This is an optimization exercise on Yosys and OpenROAD, whose aim is small area, a short achievable clock period and few clock cycles, not a production implementation. Where RTL was checked, it was by simulation tests only, not by an equivalence proof against the original.

==> inputs of run E <==
Design sdr_frame_rx, start of the top module:
module sdr_frame_rx (
    input  wire        clk,
    input  wire        rst,
    input  wire        in_valid,
    output wire        in_ready,
    input  wire [7:0]  in_data,
    output reg         out_valid,
    output reg  [7:0]  out_type,
    output reg  [7:0]  out_gid,
    output reg  [7:0]  out_sid,
    output reg  [79:0] out_payload,
    output reg         crc_err
);
Settings: LEC_CHECK=0, CAP_MARGIN=20, CORE_MARGIN=2, CORE_UTILIZATION=40, SETUP_SLACK_MARGIN=0.5, SLEW_MARGIN=20; clock period 22.0 ns.
run.sh (not shown) runs the stock make flow with config.mk's settings and CLKGATE_MAP_FILE= SYNTH_SCRIPT=/design/flow/synth_recipe.tcl, a recipe that flattens the netlist after the stock synthesis.
==> run C: changes against run E <==
==> flow/design.v (replaced) <==
module sdr_frame_rx (
    input  wire        clk,
    input  wire        rst,
    input  wire        in_valid,
    output wire        in_ready,
    input  wire [7:0]  in_data,
    output reg         out_valid,
    output reg  [7:0]  out_type,
    output reg  [7:0]  out_gid,
    output reg  [7:0]  out_sid,
    output reg  [79:0] out_payload,
    output reg         crc_err
);
    localparam integer N     = 32;              
    localparam [31:0]  SYNC  = 32'h1ACFFC1D;
    localparam [31:0]  CRC_PRE = 32'hFF06CBB9;
    function automatic near_sync(input [31:0] w);
        reg [31:0] x;
        reg [15:0] a1, a2;
        reg [7:0]  b1, b2, b3;
        reg [3:0]  c1, c2, c3;
        reg [1:0]  d1, d2, d3;
        integer i;
        begin
            x = w ^ SYNC;
            for (i = 0; i < 16; i = i + 1) begin
                a1[i] = x[2*i] | x[2*i+1];
                a2[i] = x[2*i] & x[2*i+1];
            end
            for (i = 0; i < 8; i = i + 1) begin
                b1[i] = a1[2*i] | a1[2*i+1];
                b2[i] = a2[2*i] | a2[2*i+1] | (a1[2*i] & a1[2*i+1]);
                b3[i] = (a2[2*i] & a1[2*i+1]) | (a1[2*i] & a2[2*i+1]);
            end
            for (i = 0; i < 4; i = i + 1) begin
                c1[i] = b1[2*i] | b1[2*i+1];
                c2[i] = b2[2*i] | b2[2*i+1] | (b1[2*i] & b1[2*i+1]);
                c3[i] = b3[2*i] | b3[2*i+1] | (b2[2*i] & b1[2*i+1]) | (b1[2*i] & b2[2*i+1]);
            end
            for (i = 0; i < 2; i = i + 1) begin
                d1[i] = c1[2*i] | c1[2*i+1];
                d2[i] = c2[2*i] | c2[2*i+1] | (c1[2*i] & c1[2*i+1]);
                d3[i] = c3[2*i] | c3[2*i+1] | (c2[2*i] & c1[2*i+1]) | (c1[2*i] & c2[2*i+1]);
            end
            near_sync = !(d3[0] | d3[1] | (d2[0] & d1[1]) | (d1[0] & d2[1]));
        end
    endfunction
    function automatic [3:0] ham_dec(input [7:0] c);
        reg [2:0] syn;
        reg [3:0] d;
        begin
            syn = {c[6] ^ c[5] ^ c[3], c[6] ^ c[4] ^ c[3], c[5] ^ c[4] ^ c[3]} ^ c[2:0];
            d = c[6:3];
            case (syn)
                3'd6: d[3] = ~d[3];
                3'd5: d[2] = ~d[2];
                3'd3: d[1] = ~d[1];
                3'd7: d[0] = ~d[0];
                default: ;
            endcase
            ham_dec = d;
        end
    endfunction
    function automatic [31:0] crc_step4(input [31:0] r);
        integer i;
        begin
            for (i = 0; i < 4; i = i + 1)
                r = r[0] ? ((r >> 1) ^ 32'hEDB88320) : (r >> 1);
            crc_step4 = r;
        end
    endfunction
    function automatic [7:0] key(input [4:0] j);
        begin
            case (j)
                5'd0:  key = 8'hFE; 5'd1:  key = 8'h3B; 5'd2:  key = 8'h14;
                5'd3:  key = 8'hBE; 5'd4:  key = 8'hA8; 5'd5:  key = 8'h5B;
                5'd6:  key = 8'hCE; 5'd7:  key = 8'h56; 5'd8:  key = 8'h60;
                5'd9:  key = 8'hDA; 5'd10: key = 8'hE8; 5'd11: key = 8'hC8;
                5'd12: key = 8'h81; 5'd13: key = 8'h26; 5'd14: key = 8'h9E;
                5'd15: key = 8'hE1; 5'd16: key = 8'hFC; 5'd17: key = 8'h76;
                5'd18: key = 8'h29; 5'd19: key = 8'h7D; 5'd20: key = 8'h50;
                5'd21: key = 8'hB7; 5'd22: key = 8'h9C; 5'd23: key = 8'hAC;
                5'd24: key = 8'hC1; 5'd25: key = 8'hB5; 5'd26: key = 8'hD1;
                default: key = 8'h00;
            endcase
        end
    endfunction
    reg        rdy_q;                  
    reg        st_v;                   
    reg  [7:0] st_d;
    reg  [7:0] hist [0:N-1];           
    assign in_ready = rdy_q;
    reg        rot;                    
    reg  [4:0] rc;                     
    reg        ract;                   
    reg  [2:0] wv;                     
    reg        wnew;                   
    reg        parse;                  
    reg  [2:0] sh;                     
    reg  [4:0] j;                      
    reg        rec;                    
    reg  [4:0] bd;                     
    reg  [31:0] crc;
    reg        mf;                     
    wire push  = st_v;                         
    wire rstep = rot && !st_v;                 
    wire shift = push || rstep;
    wire rd    = rot ? (rstep && (ract || bd == 5'd31)) : push;
    wire [7:0] hin = rot && !st_v ? hist[N-1] : st_d;
    wire [39:0] win = {hist[4], hist[3], hist[2], hist[1], hist[0]};
    reg  [7:0]  hit;
    integer     s;
    always @* begin
        for (s = 0; s < 8; s = s + 1)
            hit[s] = near_sync(win[39-s -: 32]);
    end
    wire any_hit = |hit;
    reg  [2:0] hsh;                    
    always @* begin
        hsh = 3'd0;
        for (s = 7; s >= 0; s = s - 1)
            if (hit[s]) hsh = s[2:0];
    end
    wire look  = wnew && (wv == 3'd5);
    wire found = look && !parse && any_hit;          
    wire step  = wnew && parse || found && hit[0];
    wire [2:0] ush = parse ? sh : 3'd0;
    wire [15:0] pair = {hist[1], hist[0]} << ush;
    wire [7:0]  abyte = (ush == 3'd0) ? hist[0] : pair[15:8];
    wire [4:0]  uj = parse ? j : 5'd0;
    wire [7:0]  g  = abyte ^ key(uj);
    wire [3:0]  d  = ham_dec(g);
    wire [31:0] crc_in = crc ^ ((!uj[0] && uj <= 5'd22) ? {28'd0, d} : 32'd0);
    wire [31:0] crc_f  = crc_step4(crc_in) ^ ((uj[0] && uj <= 5'd21) ? {24'd0, d, 4'd0} : 32'd0);
    reg  [7:0]  crc_b;
    always @* begin
        case (uj[1:0])
            2'd3:    crc_b = crc_f[31:24];   
            2'd0:    crc_b = crc[23:16];     
            2'd1:    crc_b = crc[15:8];      
            default: crc_b = crc[7:0];       
        endcase
    end
    wire bmatch = (g == ~crc_b);
    wire last   = step && (uj == 5'd26);
    wire pass   = last && mf && bmatch;
    wire fail   = last && !(mf && bmatch);
    wire nhit   = parse && look && any_hit;    
    wire rewind = fail && (rec || nhit);
    wire rot_end = rstep && (rc == 5'd31);
    integer k;
    always @(posedge clk) begin
        st_d <= in_data;
        if (shift) begin
            hist[0] <= hin;
            for (k = 1; k < N; k = k + 1)
                hist[k] <= hist[k-1];
        end
        if (!parse) crc <= CRC_PRE;
        else if (step && uj >= 5'd3 && uj <= 5'd23) crc <= crc_f;
        if (step) begin
            if (uj == 5'd23) mf <= bmatch;
            else mf <= mf & bmatch;
            if (uj == 5'd0) out_type <= g;
            if (uj == 5'd1) out_gid  <= g;
            if (uj == 5'd2) out_sid  <= g;
            if (uj >= 5'd3 && uj <= 5'd22) out_payload <= {out_payload[75:0], d};
        end
        if (found) sh <= hsh;
        if (found) j <= hit[0] ? 5'd1 : 5'd0;
        else if (step) j <= j + 5'd1;
        if (nhit && !rec || rewind && !rec) bd <= 5'd4 + {4'd0, shift};
        else if (shift) bd <= bd + 5'd1;
        if (rstep) rc <= rc + 5'd1;
        if (rstep && bd == 5'd31) ract <= 1'b1;
        if (rst) begin
            rdy_q     <= 1'b0;
            st_v      <= 1'b0;
            rot       <= 1'b0;
            rc        <= 5'd0;
            ract      <= 1'b0;
            wv        <= 3'd0;
            wnew      <= 1'b0;
            parse     <= 1'b0;
            rec       <= 1'b0;
            out_valid <= 1'b0;
            crc_err   <= 1'b0;
        end else begin
            st_v  <= in_valid && rdy_q;
            rdy_q <= !(rewind || rot && !rot_end) &&
                     !(rec && ({1'b0, bd} + {5'd0, st_v} + {5'd0, rdy_q} >= 6'd28));
            out_valid <= pass;
            crc_err   <= fail;
            wnew <= rd && !rewind;
            if (rewind) begin
                rot  <= 1'b1;
                rc   <= 5'd0;
                ract <= 1'b0;
                wv   <= 3'd0;
            end else begin
                if (rot_end) rot <= 1'b0;
                if (pass) wv <= {2'd0, sh != 3'd0} + {2'd0, rd};
                else if (rd) wv <= (wv == 3'd5) ? 3'd5 : wv + 3'd1;
            end
            if (found) parse <= 1'b1;
            else if (last) parse <= 1'b0;
            if (found || last) rec <= 1'b0;
            else if (nhit) rec <= 1'b1;
        end
    end
endmodule
==> summary of the runs <==
Of run C and run E, run C has the higher hold slack (gap 9.4 ps). Between run C and run E, the lower clock skew is in run C (gap 29 ps). Of run E and run C, run E has the higher cell count (gap about 13%, measured against run C). Synthesized cell count: run C is smaller than run E (about 7%). Against run E, the register-to-register slack of run C is worse by 940 ps. In run C the cell area is lower than in run E, by about 20%. In run E the die area is larger than in run C, by about 24%. Critical path depth is the same in run C and run E. Of run C and run E, run C has the higher global-route usage (gap 1.9 points). Against run C, the setup slack of run E is better by 940 ps.
Testbench counts of run E, summed over its fixed seeds: cycles 22,731.
The RTL of run C was laid out without a check of its function.

[port drivers added, routing unchanged]
In the flow no input, the clock included, has a driving cell. The finished layouts below were timed again as built, in two steps. Step 1 (the two cells are an assumption about what drives the block):
set clk [get_ports {clk}]
set_driving_cell -lib_cell sky130_fd_sc_hd__clkbuf_16 $clk
set_driving_cell -lib_cell sky130_fd_sc_hd__buf_2 [delete_from_list [all_inputs] $clk]
Step 2 moves the port delays by t, midway between the first and last clock arrival at a register: inputs arrive t later, outputs are due t later. That takes back most of the time a late clock gives input paths. a / b / c = ideal / step 1 / step 2; a / b = the first two.
run | shift t [ns] | slack for setup (ns) | worst setup path after step 2
run E | 0.662 | 14.053 / 14.053 / 14.053 | register to register
run C | 0.625 | 13.117 / 13.117 / 13.117 | register to register
After both steps setup and hold are still met in every run listed.
